Background: an optimization exercise with open tools, aiming at small area, a short achievable clock period and few clock cycles per item. Do not read the settings as production practice.
Where RTL was checked, it was by simulation tests only, not by an equivalence proof against the original.

==> job 4311 <==
==> flow/design.v <==
module cau_qr_h1 (
    input  wire        ff,
    input  wire [31:0] a_i,
    input  wire [31:0] b_i,
    input  wire [31:0] c_i,
    input  wire [31:0] d_i,
    input  wire [31:0] s_c,
    output wire [31:0] a_o,
    output wire [31:0] b_o,
    output wire [31:0] c_o,
    output wire [31:0] d_o
);
    wire [31:0] a1 = a_i + b_i;
    wire [31:0] d1x = d_i ^ a1;
    wire [31:0] d1 = {d1x[15:0], d1x[31:16]};
    wire [31:0] c1 = c_i + (ff ? s_c : d1);
    wire [31:0] b1x = b_i ^ c1;
    wire [31:0] b1 = {b1x[19:0], b1x[31:20]};
    assign a_o = a1;
    assign b_o = b1;
    assign c_o = c1;
    assign d_o = d1;
endmodule
module cau_qr_h2 (
    input  wire [31:0] a_i,
    input  wire [31:0] b_i,
    input  wire [31:0] c_i,
    input  wire [31:0] d_i,
    output wire [31:0] a_o,
    output wire [31:0] b_o,
    output wire [31:0] c_o,
    output wire [31:0] d_o
);
    wire [31:0] a2 = a_i + b_i;
    wire [31:0] d2x = d_i ^ a2;
    wire [31:0] d2 = {d2x[23:0], d2x[31:24]};
    wire [31:0] c2 = c_i + d2;
    wire [31:0] b2x = b_i ^ c2;
    wire [31:0] b2 = {b2x[24:0], b2x[31:25]};
    assign a_o = a2;
    assign b_o = b2;
    assign c_o = c2;
    assign d_o = d2;
endmodule
module cau_chacha_core (
    input  wire         clk,
    input  wire         rst,
    input  wire         start,
    output wire         ready,
    input  wire [255:0] key,
    input  wire [95:0]  nonce,
    input  wire [31:0]  counter,
    output wire         done,
    output wire [511:0] block
);
    localparam [127:0] CONST = {32'h6b206574, 32'h79622d32, 32'h3320646e, 32'h61707865};
    reg [511:0] x;             
    reg [511:0] m;             
    reg [383:0] ka;            
    reg [383:0] kb;            
    reg         vx;            
    reg [4:0]   rx, rm;        
    reg         f1;            
    reg         f2;            
    reg         rdy;           
    assign ready = rdy;
    assign done  = f2;
    assign block = m;
    function [31:0] be32(input [31:0] v);
        be32 = {v[7:0], v[15:8], v[23:16], v[31:24]};
    endfunction
    function [95:0] be96(input [95:0] v);
        be96 = {be32(v[95:64]), be32(v[63:32]), be32(v[31:0])};
    endfunction
    wire [383:0] k_in = {be96(nonce), counter, key};
    wire [511:0] s_in = {k_in, CONST};
    wire [511:0] s_a  = {ka, CONST};
    wire [511:0] h1;
    wire [511:0] h2;
    genvar g;
    generate
        for (g = 0; g < 4; g = g + 1) begin : g_qr
            cau_qr_h1 u_h1 (
                .ff(f1),
                .a_i(x[32*g +: 32]),      .b_i(x[32*(4+g) +: 32]),
                .c_i(x[32*(8+g) +: 32]),  .d_i(x[32*(12+g) +: 32]),
                .s_c(s_a[32*(8+g) +: 32]),
                .a_o(h1[32*g +: 32]),     .b_o(h1[32*(4+g) +: 32]),
                .c_o(h1[32*(8+g) +: 32]), .d_o(h1[32*(12+g) +: 32])
            );
            cau_qr_h2 u_h2 (
                .a_i(m[32*g +: 32]),      .b_i(m[32*(4+g) +: 32]),
                .c_i(m[32*(8+g) +: 32]),  .d_i(m[32*(12+g) +: 32]),
                .a_o(h2[32*g +: 32]),     .b_o(h2[32*(4+g) +: 32]),
                .c_o(h2[32*(8+g) +: 32]), .d_o(h2[32*(12+g) +: 32])
            );
        end
    endgenerate
    wire [511:0] fw;
    generate
        for (g = 0; g < 16; g = g + 1) begin : g_ff
            if (g >= 8 && g < 12) begin : g_c
                assign fw[32*g +: 32] = h1[32*g +: 32];
            end else begin : g_add
                assign fw[32*g +: 32] = x[32*g +: 32] + s_a[32*g +: 32];
            end
        end
    endgenerate
    wire [511:0] nx;
    generate
        for (g = 0; g < 4; g = g + 1) begin : g_wb
            assign nx[32*g +: 32]      = h2[32*g +: 32];
            assign nx[32*(8+g) +: 32]  = h2[32*(8 + (g+2)%4) +: 32];
            assign nx[32*(4+g) +: 32]  = rm[0] ? h2[32*(4 + (g+3)%4) +: 32]
                                               : h2[32*(4 + (g+1)%4) +: 32];
            assign nx[32*(12+g) +: 32] = rm[0] ? h2[32*(12 + (g+1)%4) +: 32]
                                               : h2[32*(12 + (g+3)%4) +: 32];
        end
    endgenerate
    always @(posedge clk) begin
        rx <= rdy ? 5'd0 : rm + 5'd1;
        rm <= rx;
        if (rst) begin
            vx  <= 1'b0;
            f1  <= 1'b0;
            f2  <= 1'b0;
            rdy <= 1'b1;
        end else begin
            vx  <= rdy ? start : 1'b1;
            f1  <= !rdy && rm == 5'd19;
            f2  <= f1;
            rdy <= !vx || f1;
        end
    end
    always @(posedge clk) begin
        m  <= f1 ? fw : h1;
        kb <= ka;
        if (rdy) begin
            x  <= s_in;
            ka <= k_in;
        end else begin
            x  <= nx;
            ka <= kb;
        end
    end
endmodule
==> flow/flow/run.sh <==
#!/bin/bash
# Standard layout (the standard.sh, unchanged synthesis) with a larger
# setup margin for repair_timing, so that the resizer keeps shortening the
# critical paths well below the 20 ns constraint.
set -euo pipefail
MARGIN=$(cat flow/margin.txt)
bash standard.sh SETUP_SLACK_MARGIN=$MARGIN finish > flow_make.log 2>&1
==> flow/flow/margin.txt <==
14
==> flow/standard.sh <==
#!/bin/bash
# synth_recipe.tcl (not shown) runs the flow's synth.tcl, then flattens the netlist and writes it again
# the make line also repeats each setting of config.mk as NAME=value (left out here)
make -C /OpenROAD-flow-scripts/flow DESIGN_CONFIG=/design/flow/config.mk WORK_HOME=/design/flow/orfs CLKGATE_MAP_FILE= SYNTH_SCRIPT=/design/flow/synth_recipe.tcl "${@:-finish}"
==> flow/config.mk <==
export PLATFORM = sky130hd
export DESIGN_NAME = cau_chacha_core
export DESIGN_NICKNAME = cau_chacha_core
export VERILOG_FILES = /design/flow/design.v
export SDC_FILE = /design/flow/constraint.sdc
export NUM_CORES = 4
export LEC_CHECK = 0
export CAP_MARGIN = 30
export CORE_MARGIN = 2
export CORE_UTILIZATION = 40
export PLACE_DENSITY = 0.6
export SLEW_MARGIN = 30
==> flow/constraint.sdc <==
create_clock -name core_clock -period 20.0 [get_ports {clk}]
set_input_delay 4.0000 -clock core_clock [delete_from_list [all_inputs] [get_ports {clk}]]
set_output_delay 4.0000 -clock core_clock [all_outputs]
set_load 0.01 [all_outputs]
==> inputs of job 2459, as changes to job 4311 <==
==> flow/design.v, changed modules only <==
module cau_qr (
    input  wire [31:0] a_i,
    input  wire [31:0] b_i,
    input  wire [31:0] c_i,
    input  wire [31:0] d_i,
    output wire [31:0] a_o,
    output wire [31:0] b_o,
    output wire [31:0] c_o,
    output wire [31:0] d_o
);
    wire [31:0] a1 = a_i + b_i;
    wire [31:0] d1x = d_i ^ a1;
    wire [31:0] d1 = {d1x[15:0], d1x[31:16]};
    wire [31:0] c1 = c_i + d1;
    wire [31:0] b1x = b_i ^ c1;
    wire [31:0] b1 = {b1x[19:0], b1x[31:20]};
    wire [31:0] a2 = a1 + b1;
    wire [31:0] d2x = d1 ^ a2;
    wire [31:0] d2 = {d2x[23:0], d2x[31:24]};
    wire [31:0] c2 = c1 + d2;
    wire [31:0] b2x = b1 ^ c2;
    wire [31:0] b2 = {b2x[24:0], b2x[31:25]};
    assign a_o = a2;
    assign b_o = b2;
    assign c_o = c2;
    assign d_o = d2;
endmodule
module cau_chacha_core (
    input  wire         clk,
    input  wire         rst,
    input  wire         start,
    output wire         ready,
    input  wire [255:0] key,
    input  wire [95:0]  nonce,
    input  wire [31:0]  counter,
    output reg          done,
    output wire [511:0] block
);
    localparam [127:0] CONST = {32'h6b206574, 32'h79622d32, 32'h3320646e, 32'h61707865};
    reg         run;           
    reg [4:0]   rnd;           
    reg [511:0] x;             
    reg [255:0] key_q;         
    reg [95:0]  nonce_q;
    reg [31:0]  counter_q;
    assign ready = !run;
    function [31:0] be32(input [31:0] v);
        be32 = {v[7:0], v[15:8], v[23:16], v[31:24]};
    endfunction
    function [95:0] be96(input [95:0] v);
        be96 = {be32(v[95:64]), be32(v[63:32]), be32(v[31:0])};
    endfunction
    wire [511:0] s_in = {be96(nonce), counter, key, CONST};
    wire [511:0] s_q  = {be96(nonce_q), counter_q, key_q, CONST};
    wire [511:0] o;
    genvar g;
    generate
        for (g = 0; g < 4; g = g + 1) begin : g_qr
            cau_qr u_qr (
                .a_i(x[32*g +: 32]),      .b_i(x[32*(4+g) +: 32]),
                .c_i(x[32*(8+g) +: 32]),  .d_i(x[32*(12+g) +: 32]),
                .a_o(o[32*g +: 32]),      .b_o(o[32*(4+g) +: 32]),
                .c_o(o[32*(8+g) +: 32]),  .d_o(o[32*(12+g) +: 32])
            );
        end
    endgenerate
    wire [511:0] nx;
    generate
        for (g = 0; g < 4; g = g + 1) begin : g_wb
            assign nx[32*g +: 32]      = o[32*g +: 32];
            assign nx[32*(8+g) +: 32]  = o[32*(8 + (g+2)%4) +: 32];
            assign nx[32*(4+g) +: 32]  = rnd[0] ? o[32*(4 + (g+3)%4) +: 32]
                                                : o[32*(4 + (g+1)%4) +: 32];
            assign nx[32*(12+g) +: 32] = rnd[0] ? o[32*(12 + (g+1)%4) +: 32]
                                                : o[32*(12 + (g+3)%4) +: 32];
        end
    endgenerate
    always @(posedge clk) begin
        if (rst) begin
            run  <= 1'b0;
            done <= 1'b0;
        end else begin
            done <= 1'b0;
            if (!run) begin
                if (start) begin
                    run <= 1'b1;
                    rnd <= 5'd0;
                end
            end else begin
                rnd <= rnd + 5'd1;
                if (rnd == 5'd19) begin
                    run  <= 1'b0;
                    done <= 1'b1;
                end
            end
        end
    end
    always @(posedge clk) begin
        if (!run) begin
            x         <= s_in;
            key_q     <= key;
            nonce_q   <= nonce;
            counter_q <= counter;
        end else begin
            x <= nx;
        end
    end
    generate
        for (g = 0; g < 16; g = g + 1) begin : g_ff
            assign block[32*g +: 32] = x[32*g +: 32] + s_q[32*g +: 32];
        end
    endgenerate
endmodule
// module cau_qr_h1 removed
// module cau_qr_h2 removed
==> flow/run.sh (new file) <==
#!/bin/bash
# synth_recipe.tcl (not shown) runs the flow's synth.tcl, then flattens the netlist and writes it again
# the make line also repeats each setting of config.mk as NAME=value (left out here)
make -C /OpenROAD-flow-scripts/flow DESIGN_CONFIG=/design/flow/config.mk WORK_HOME=/design/flow/orfs CLKGATE_MAP_FILE= SYNTH_SCRIPT=/design/flow/synth_recipe.tcl finish
- CAP_MARGIN: 30 -> 20
- SLEW_MARGIN: 30 -> 20
removed: flow/flow/run.sh
removed: flow/flow/margin.txt
removed: flow/standard.sh
==> impl_metrics.env <==
export IMPL_so_faults="antenna rules"
export IMPL_top_regs="x (512), key_q (256), nonce_q (96)"
export IMPL_status="failed layout checks"
export IMPL_grt_pass1_vias=73790
export IMPL_ant_nets=1
export IMPL_core_rowCount=161
export IMPL_endpoint="x[166]$_DFF_P_"
(the above is from job 2459)
==> impl_metrics.env <==
export IMPL_status="finished clean"
export IMPL_ant_nets=0
export IMPL_core_rowCount=179
export IMPL_grt_pass1_vias=88960
export IMPL_endpoint="x[132]$_DFF_P_"
(the above is from job 4311)
Testbench counts of job 4311, summed over its fixed seeds: cycles 16,144, blocks 768.
For job 2459, only the layout was checked, not whether the RTL still works.

==> re-timing with driven ports <==
Ports are ideal in the flow. The routed layouts listed here were re-timed in OpenROAD. Step 1: set_driving_cell puts a clkbuf_16 on clk and a buf_2 on each other input, an assumption about the parent block. Step 2 moves the port delays by t, midway between the first and last clock arrival at a register: inputs arrive t later, outputs are due t later. That takes back most of the time a late clock gives input paths. a / b / c = ideal ports / drivers / drivers and shift; a / b = the first two.
run | t, ns | slack for setup (ns) | worst hold slack (ns) | slew at the worst register clock pin (ns) | pins driven straight from the clock port
job 4311 | 0.991 | 13.370 / 13.370 / 13.370 | 0.331 / 0.331 / 0.331 | 0.07 / 0.07 | 1
job 2459 | 0.927 | 2.871 / 2.871 / 2.871 | 0.615 / 0.615 / 0.615 | 0.07 / 0.07 | 1
